This is an optimization exercise on Yosys and OpenROAD, whose aim is small area and a short achievable clock period, not a production implementation. The RTL was checked by simulation tests, not by an equivalence proof against the original design. Power is estimated from default activity; no workload was simulated.

==> inputs of job 1736 <==
==> flow/design.v <==
module qd256 (
    input  wire       clk,
    input  wire       rst,
    input  wire       cmd_valid,
    input  wire [2:0] cmd_op,
    input  wire [7:0] cmd_a,
    input  wire [7:0] cmd_b,
    output reg        res_valid,
    output reg  [7:0] res,
    output wire       err
);
    localparam [2:0] OP_NOP = 3'b000;
    localparam [2:0] OP_MUL = 3'b001;
    localparam [2:0] OP_INV = 3'b010;
    localparam [2:0] OP_CLR = 3'b011;
    localparam [2:0] OP_ENC = 3'b100;
    localparam [2:0] OP_DEC = 3'b101;
    reg [7:0] acc;
    reg       err_q;
    function [7:0] gmul;
        input [7:0] x;
        input [7:0] y;
        reg [6:0] k;
        begin
            if (x[7] == 1'b0)
                k = x[6:0] + y[6:0];
            else
                k = x[6:0] + 7'd63 * y[6:0];
            gmul = {x[7] ^ y[7], k};
        end
    endfunction
    function [7:0] ginv;
        input [7:0] x;
        reg [6:0] nk;
        begin
            nk = 7'd0 - x[6:0];
            if (x[7] == 1'b0)
                ginv = {1'b0, nk};
            else
                ginv = {1'b1, 7'd63 * nk};
        end
    endfunction
    wire [7:0] inv_in  = (cmd_op == OP_INV) ? cmd_a : acc;
    wire [7:0] inv_out = ginv(inv_in);
    wire [7:0] mul_l   = (cmd_op == OP_MUL) ? cmd_a :
                         (cmd_op == OP_ENC) ? acc : inv_out;
    wire [7:0] mul_out = gmul(mul_l, cmd_b);
    wire [7:0] out     = (cmd_op == OP_INV) ? inv_out : mul_out;
    wire       emits   = (cmd_op == OP_MUL) || (cmd_op == OP_INV) ||
                         (cmd_op == OP_ENC) || (cmd_op == OP_DEC);
    wire       illegal = (cmd_op == 3'b110) || (cmd_op == 3'b111);
    always @(posedge clk) begin
        if (rst) begin
            acc       <= 8'h00;
            err_q     <= 1'b0;
            res_valid <= 1'b0;
        end else begin
            res_valid <= cmd_valid && emits;
            if (cmd_valid) begin
                case (cmd_op)
                    OP_CLR: acc <= 8'h00;
                    OP_ENC: acc <= mul_out;
                    OP_DEC: acc <= cmd_b;
                    default: ;
                endcase
                if (illegal)
                    err_q <= 1'b1;
            end
        end
    end
    always @(posedge clk) begin
        if (!rst && cmd_valid && emits)
            res <= out;
    end
    assign err = err_q;
endmodule
==> flow/run.sh <==
#!/bin/bash
# synth_recipe.tcl (not shown) runs the flow's synth.tcl, then flattens the netlist and writes it again
# the make line also repeats each setting of config.mk as NAME=value (left out here)
make -C /OpenROAD-flow-scripts/flow DESIGN_CONFIG=/design/flow/config.mk WORK_HOME=/design/flow/orfs CLKGATE_MAP_FILE= SYNTH_SCRIPT=/design/flow/synth_recipe.tcl finish
==> flow/config.mk <==
export PLATFORM = sky130hd
export DESIGN_NAME = qd256
export DESIGN_NICKNAME = qd256
export VERILOG_FILES = /design/flow/design.v
export SDC_FILE = /design/flow/constraint.sdc
export NUM_CORES = 4
export LEC_CHECK = 0
export CAP_MARGIN = 20
export CORE_MARGIN = 2
export CORE_UTILIZATION = 40
export SLEW_MARGIN = 20
==> flow/constraint.sdc <==
create_clock -name core_clock -period 10.0 [get_ports {clk}]
set_input_delay 2.0000 -clock core_clock [delete_from_list [all_inputs] [get_ports {clk}]]
set_output_delay 2.0000 -clock core_clock [all_outputs]
set_load 0.01 [all_outputs]
==> job 6970: changes against job 1736 <==
==> flow/design.v, changed modules only <==
module qd256 (
    input  wire       clk,
    input  wire       rst,
    input  wire       cmd_valid,
    input  wire [2:0] cmd_op,
    input  wire [7:0] cmd_a,
    input  wire [7:0] cmd_b,
    output reg        res_valid,
    output reg  [7:0] res,
    output wire       err
);
    reg [7:0] acc;
    reg       err_q;
    wire       use_acc = cmd_op[2];                  
    wire       inv     = ~(cmd_op[0] ^ cmd_op[2]);   
    wire       no_b    = cmd_op[1];                  
    wire [7:0] l    = use_acc ? acc : cmd_a;
    wire [7:0] r    = no_b ? 8'h00 : cmd_b;
    wire       jl   = l[7];
    wire       sub  = jl | inv;
    wire       cin  = jl;
    wire       nout = inv & ~jl;
    wire       flip = jl & (r[0] ^ (inv & l[0]));
    wire [6:0] ro = r[6:0] ^ {7{sub}};
    wire [6:0] lo = l[6:0];
    wire [7:0] g0 = {lo & ro, cin};
    wire [7:0] p0 = {lo ^ ro, 1'b0};
    wire [7:0] s8 = {lo, cin} + {ro, cin};
    wire [6:0] cc = s8[7:1] ^ p0[7:1];
    wire [6:0] sum = p0[7:1] ^ cc;
    wire [6:0] k    = sum ^ {7{nout}} ^ {flip, 6'd0};
    wire [7:0] out  = {jl ^ r[7], k};
    wire       emits = cmd_op[2] ? ~cmd_op[1] : (cmd_op[1] ^ cmd_op[0]);
    always @(posedge clk) begin
        if (rst) begin
            acc       <= 8'h00;
            err_q     <= 1'b0;
            res_valid <= 1'b0;
        end else begin
            res_valid <= cmd_valid & emits;
            if (cmd_valid) begin
                case (cmd_op)
                    3'b011: acc <= 8'h00;
                    3'b100: acc <= out;
                    3'b101: acc <= cmd_b;
                    default: ;
                endcase
                if (cmd_op[2] & cmd_op[1])
                    err_q <= 1'b1;
            end
        end
    end
    always @(posedge clk)
        res <= out;
    assign err = err_q;
endmodule
==> flow/flow/run.sh (new file) <==
#!/bin/bash
# Own layout flow: the standard synthesis unchanged, then the logic
# between the registers re-mapped for area by OpenROAD's restructure (ABC),
# then the standard layout with plain buf_1 port buffers and an internal
# setup target for repair_timing (flow/knobs.txt).
set -euo pipefail
cd "$(dirname "${BASH_SOURCE[0]}")/.."
KNOBS=$(cat flow/knobs.txt)
RES=$PWD/orfs/results/$FLOW_PLATFORM/qd256/base
bash standard.sh synth > make_synth.log 2>&1
mkdir -p rmp_work
LIB=$FLOW_HOME/platforms/$FLOW_PLATFORM/lib/sky130_fd_sc_hd__tt_025C_1v80.lib
python3 flow/libfilter.py "$LIB" rmp_work/rmp.lib 'sky130_fd_sc_hd__probe*' 'sky130_fd_sc_hd__lpflow_*'
RES=$RES LIB=$LIB RMP_LIB=$PWD/rmp_work/rmp.lib \
  openroad -no_init -exit flow/rmp.tcl > openroad_rmp.log 2>&1
# shellcheck disable=SC2086
bash standard.sh $KNOBS \
  "BUFFER_PORTS_ARGS=-buffer_cell sky130_fd_sc_hd__buf_1" finish > make_finish.log 2>&1
==> flow/flow/knobs.txt (new file) <==
SETUP_SLACK_MARGIN=5.5
==> flow/flow/libfilter.py (new file) <==
# Write a copy of a liberty file without the cells that match the given
# glob patterns (the platform's don't-use list), for restructure's ABC run.
import fnmatch, re, sys
src, dst = sys.argv[1], sys.argv[2]
pats = sys.argv[3:]
text = open(src).read()
out = []
i = 0
cell_re = re.compile(r'\n\s*cell\s*\(\s*"?([A-Za-z0-9_]+)"?\s*\)\s*\{')
while True:
    m = cell_re.search(text, i)
    if not m:
        out.append(text[i:])
        break
    name = m.group(1)
    # find the matching closing brace of this cell group
    depth = 0
    j = m.end() - 1
    while True:
        c = text[j]
        if c == '{':
            depth += 1
        elif c == '}':
            depth -= 1
            if depth == 0:
                break
        j += 1
    if any(fnmatch.fnmatchcase(name, p) for p in pats):
        out.append(text[i:m.start()])
    else:
        out.append(text[i:j + 1])
    i = j + 1
open(dst, 'w').write(''.join(out))
==> flow/flow/rmp.tcl (new file) <==
# Re-map the synthesized logic for area; registers and ports are untouched.
# ABC maps to a copy of the library without the platform's don't-use cells.
read_liberty $::env(LIB)
read_db $::env(RES)/1_synth.odb
read_sdc $::env(RES)/1_synth.sdc
report_design_area
restructure -target area -liberty_file $::env(RMP_LIB) \
  -tielo_port sky130_fd_sc_hd__conb_1/LO -tiehi_port sky130_fd_sc_hd__conb_1/HI \
  -work_dir rmp_work -abc_logfile rmp_work/abc.log
report_design_area
foreach inst [[ord::get_db_block] getInsts] {
  set m [[$inst getMaster] getName]
  if { [string match "*lpflow*" $m] || [string match "*probe*" $m] } {
    error "restructure used don't-use cell $m"
  }
}
write_db $::env(RES)/1_synth.odb
==> flow/standard.sh (new file) <==
#!/bin/bash
# synth_recipe.tcl (not shown) runs the flow's synth.tcl, then flattens the netlist and writes it again
# the make line also repeats each setting of config.mk as NAME=value (left out here)
make -C /OpenROAD-flow-scripts/flow DESIGN_CONFIG=/design/flow/config.mk WORK_HOME=/design/flow/orfs CLKGATE_MAP_FILE= SYNTH_SCRIPT=/design/flow/synth_recipe.tcl "${@:-finish}"
--- a/flow/config.mk
+++ b/flow/config.mk
@@ -8,4 +8,4 @@
 export CAP_MARGIN = 20
-export CORE_MARGIN = 2
-export CORE_UTILIZATION = 40
+export CORE_AREA = 2 2 61 61
+export DIE_AREA = 0 0 63 63
 export SLEW_MARGIN = 20
removed: flow/run.sh
==> job 7861: changes against job 1736 <==
==> flow/design.v, changed modules only <==
module qd256 (
    input  wire       clk,
    input  wire       rst,
    input  wire       cmd_valid,
    input  wire [2:0] cmd_op,
    input  wire [7:0] cmd_a,
    input  wire [7:0] cmd_b,
    output reg        res_valid,
    output reg  [7:0] res,
    output wire       err
);
    reg [7:0] acc;
    reg       err_q;
    wire       use_acc = cmd_op[2];                  
    wire       inv     = ~(cmd_op[0] ^ cmd_op[2]);   
    wire       no_b    = cmd_op[1];                  
    wire [7:0] l    = use_acc ? acc : cmd_a;
    wire [7:0] r    = no_b ? 8'h00 : cmd_b;
    wire       jl   = l[7];
    wire       sub  = jl | inv;
    wire       cin  = jl;
    wire       nout = inv & ~jl;
    wire       flip = jl & (r[0] ^ (inv & l[0]));
    wire [6:0] ro = r[6:0] ^ {7{sub}};
    wire [6:0] lo = l[6:0];
    wire [7:0] g0 = {lo & ro, cin};
    wire [7:0] p0 = {lo ^ ro, 1'b0};
    wire [7:0] s8 = {lo, cin} + {ro, cin};
    wire [6:0] cc = s8[7:1] ^ p0[7:1];
    wire [6:0] sum = p0[7:1] ^ cc;
    wire [6:0] k    = sum ^ {7{nout}} ^ {flip, 6'd0};
    wire [7:0] out  = {jl ^ r[7], k};
    wire       emits = cmd_op[2] ? ~cmd_op[1] : (cmd_op[1] ^ cmd_op[0]);
    always @(posedge clk) begin
        if (rst) begin
            acc       <= 8'h00;
            err_q     <= 1'b0;
            res_valid <= 1'b0;
        end else begin
            res_valid <= cmd_valid & emits;
            if (cmd_valid) begin
                case (cmd_op)
                    3'b011: acc <= 8'h00;
                    3'b100: acc <= out;
                    3'b101: acc <= cmd_b;
                    default: ;
                endcase
                if (cmd_op[2] & cmd_op[1])
                    err_q <= 1'b1;
            end
        end
    end
    always @(posedge clk)
        res <= out;
    assign err = err_q;
endmodule
==> flow/flow/run.sh (new file) <==
#!/bin/bash
# Own layout flow: the standard flow (standard synthesis unchanged) with
# plain buf_1 port buffers, an internal setup target for repair_timing
# (flow/knobs.txt) and, after CTS, a downsizing pass that keeps that target.
set -euo pipefail
cd "$(dirname "${BASH_SOURCE[0]}")/.."
KNOBS=$(cat flow/knobs.txt)
for h in flow/*.hook.tcl; do
  [ -e "$h" ] || continue
  v=$(basename "$h" .hook.tcl)
  export "${v}_TCL=$PWD/$h"
done
# shellcheck disable=SC2086
bash standard.sh $KNOBS \
  "BUFFER_PORTS_ARGS=-buffer_cell sky130_fd_sc_hd__buf_1" finish > make_finish.log 2>&1
==> flow/flow/PRE_FLOORPLAN.hook.tcl (new file) <==
# Re-map the synthesized logic for area (registers are left as they are);
# repair_timing later in the flow sizes the critical paths back up.
puts "hook: restructure for area"
if { [env_var_exists_and_non_empty DONT_USE_CELLS] } {
  set_dont_use $::env(DONT_USE_CELLS)
}
report_design_area
file mkdir $::env(OBJECTS_DIR)/rmp
restructure -target area -liberty_file [lindex $::env(LIB_FILES) 0] \
  -tielo_port sky130_fd_sc_hd__conb_1/LO -tiehi_port sky130_fd_sc_hd__conb_1/HI \
  -work_dir $::env(OBJECTS_DIR)/rmp -abc_logfile $::env(LOG_DIR)/rmp_abc.log
report_design_area
==> flow/flow/knobs.txt (new file) <==
SETUP_SLACK_MARGIN=4.5
==> flow/standard.sh (new file) <==
#!/bin/bash
# synth_recipe.tcl (not shown) runs the flow's synth.tcl, then flattens the netlist and writes it again
# the make line also repeats each setting of config.mk as NAME=value (left out here)
make -C /OpenROAD-flow-scripts/flow DESIGN_CONFIG=/design/flow/config.mk WORK_HOME=/design/flow/orfs CLKGATE_MAP_FILE= SYNTH_SCRIPT=/design/flow/synth_recipe.tcl "${@:-finish}"
removed: flow/run.sh
==> comparison table <==
| quantity | job 7861 | job 1736 | job 6970 |
|---|---|---|---|
| Status | finished clean | finished clean | finished clean |
| Horizontal extent of the die | 54.4 um | 86.9 um | 63 um |
| Non-clk bufs | 31 | 36 | 37 |
| Worst reg2reg path endpoint | acc[5]$_SDFFE_PP0P_ | res[6]$_DFFE_PP_ | acc[5]$_SDFFE_PP0P_ |
| Met3 routed WL | 187 um | 425 um | 213 um |
| Number of clock buffers in the layout | 3 | 4 | 3 |
| Worst hold slack across all endpoints | 0.477 ns | 0.468 ns | 0.479 ns |
| Final critical-path share of the clock period | 0.499 | 0.873 | 0.437 |
| Multi-input gate area in the final layout | 602 um2 | 2160 um2 | 663 um2 |
| Post-detailed-routing wire length | 2700 um | 7420 um | 2980 um |
| Fraction of layout instances using a drive strength above 1 | 0.0294 | 0.0559 | 0.131 |
| Post-CTS sizing | 0 | 0 | 8 |
| Total routed wire length on the met1 layer | 1220 um | 3460 um | 1370 um |
| Start of the worst register-to-register path | acc[7]$_SDFFE_PP0P_ | acc[1]$_SDFFE_PP0P_ | acc[7]$_SDFFE_PP0P_ |
| Gate power share | 0.333 | 0.683 | 0.370 |
| Placement-stage worst setup slack | 4.37 ns | 1.03 ns | 4.61 ns |
| Syn Inst Count | 136 | 330 | 136 |
| Clock edge transition at the registers on the reported setup and hold paths | 0.11 ns | 0.07 ns | 0.10 ns |
| Power consumed by sequential cells | 84.3 uW | 87.8 uW | 84.3 uW |
| Final net count | 194 | 424 | 200 |
| Area grow syn2layout | 17.9% | 16.3% | 32.6% |
| Final critical path time including I/O delays and setup | 4.99 ns | 8.73 ns | 4.37 ns |

## separate check: timing with driven ports
How much do the figures lean on ideal ports? The routed layouts below were timed once more, with nothing changed but the port constraints.
Step 1 (the two cells are an assumption about what drives the block):
set clk [get_ports {clk}]
set_driving_cell -lib_cell sky130_fd_sc_hd__clkbuf_16 $clk
set_driving_cell -lib_cell sky130_fd_sc_hd__buf_2 [delete_from_list [all_inputs] $clk]
Step 2 times the ports against the registers' clock, not the clock port: input delays grow and output delays shrink by t, the midpoint of the rising clock arrivals with the driver on.
Three values: ideal ports, drivers, drivers and shift; two values: the first two.
| run | shift t [ns] | setup slack, ns | latest minus earliest clock arrival (ns) |
|---|---|---|---|
| job 1736 | 0.276 | 1.274 / 1.271 / 0.996 | 0.001 / 0.001 |
| job 6970 | 0.308 | 5.632 / 5.631 / 5.323 | 0.007 / 0.007 |
| job 7861 | 0.318 | 5.007 / 5.007 / 4.690 | 0.010 / 0.009 |
After both steps every run listed still meets setup and hold. The setup slack of job 7861, which loses most, moves by 0.000 ns with the drivers and by -0.317 ns with both steps.
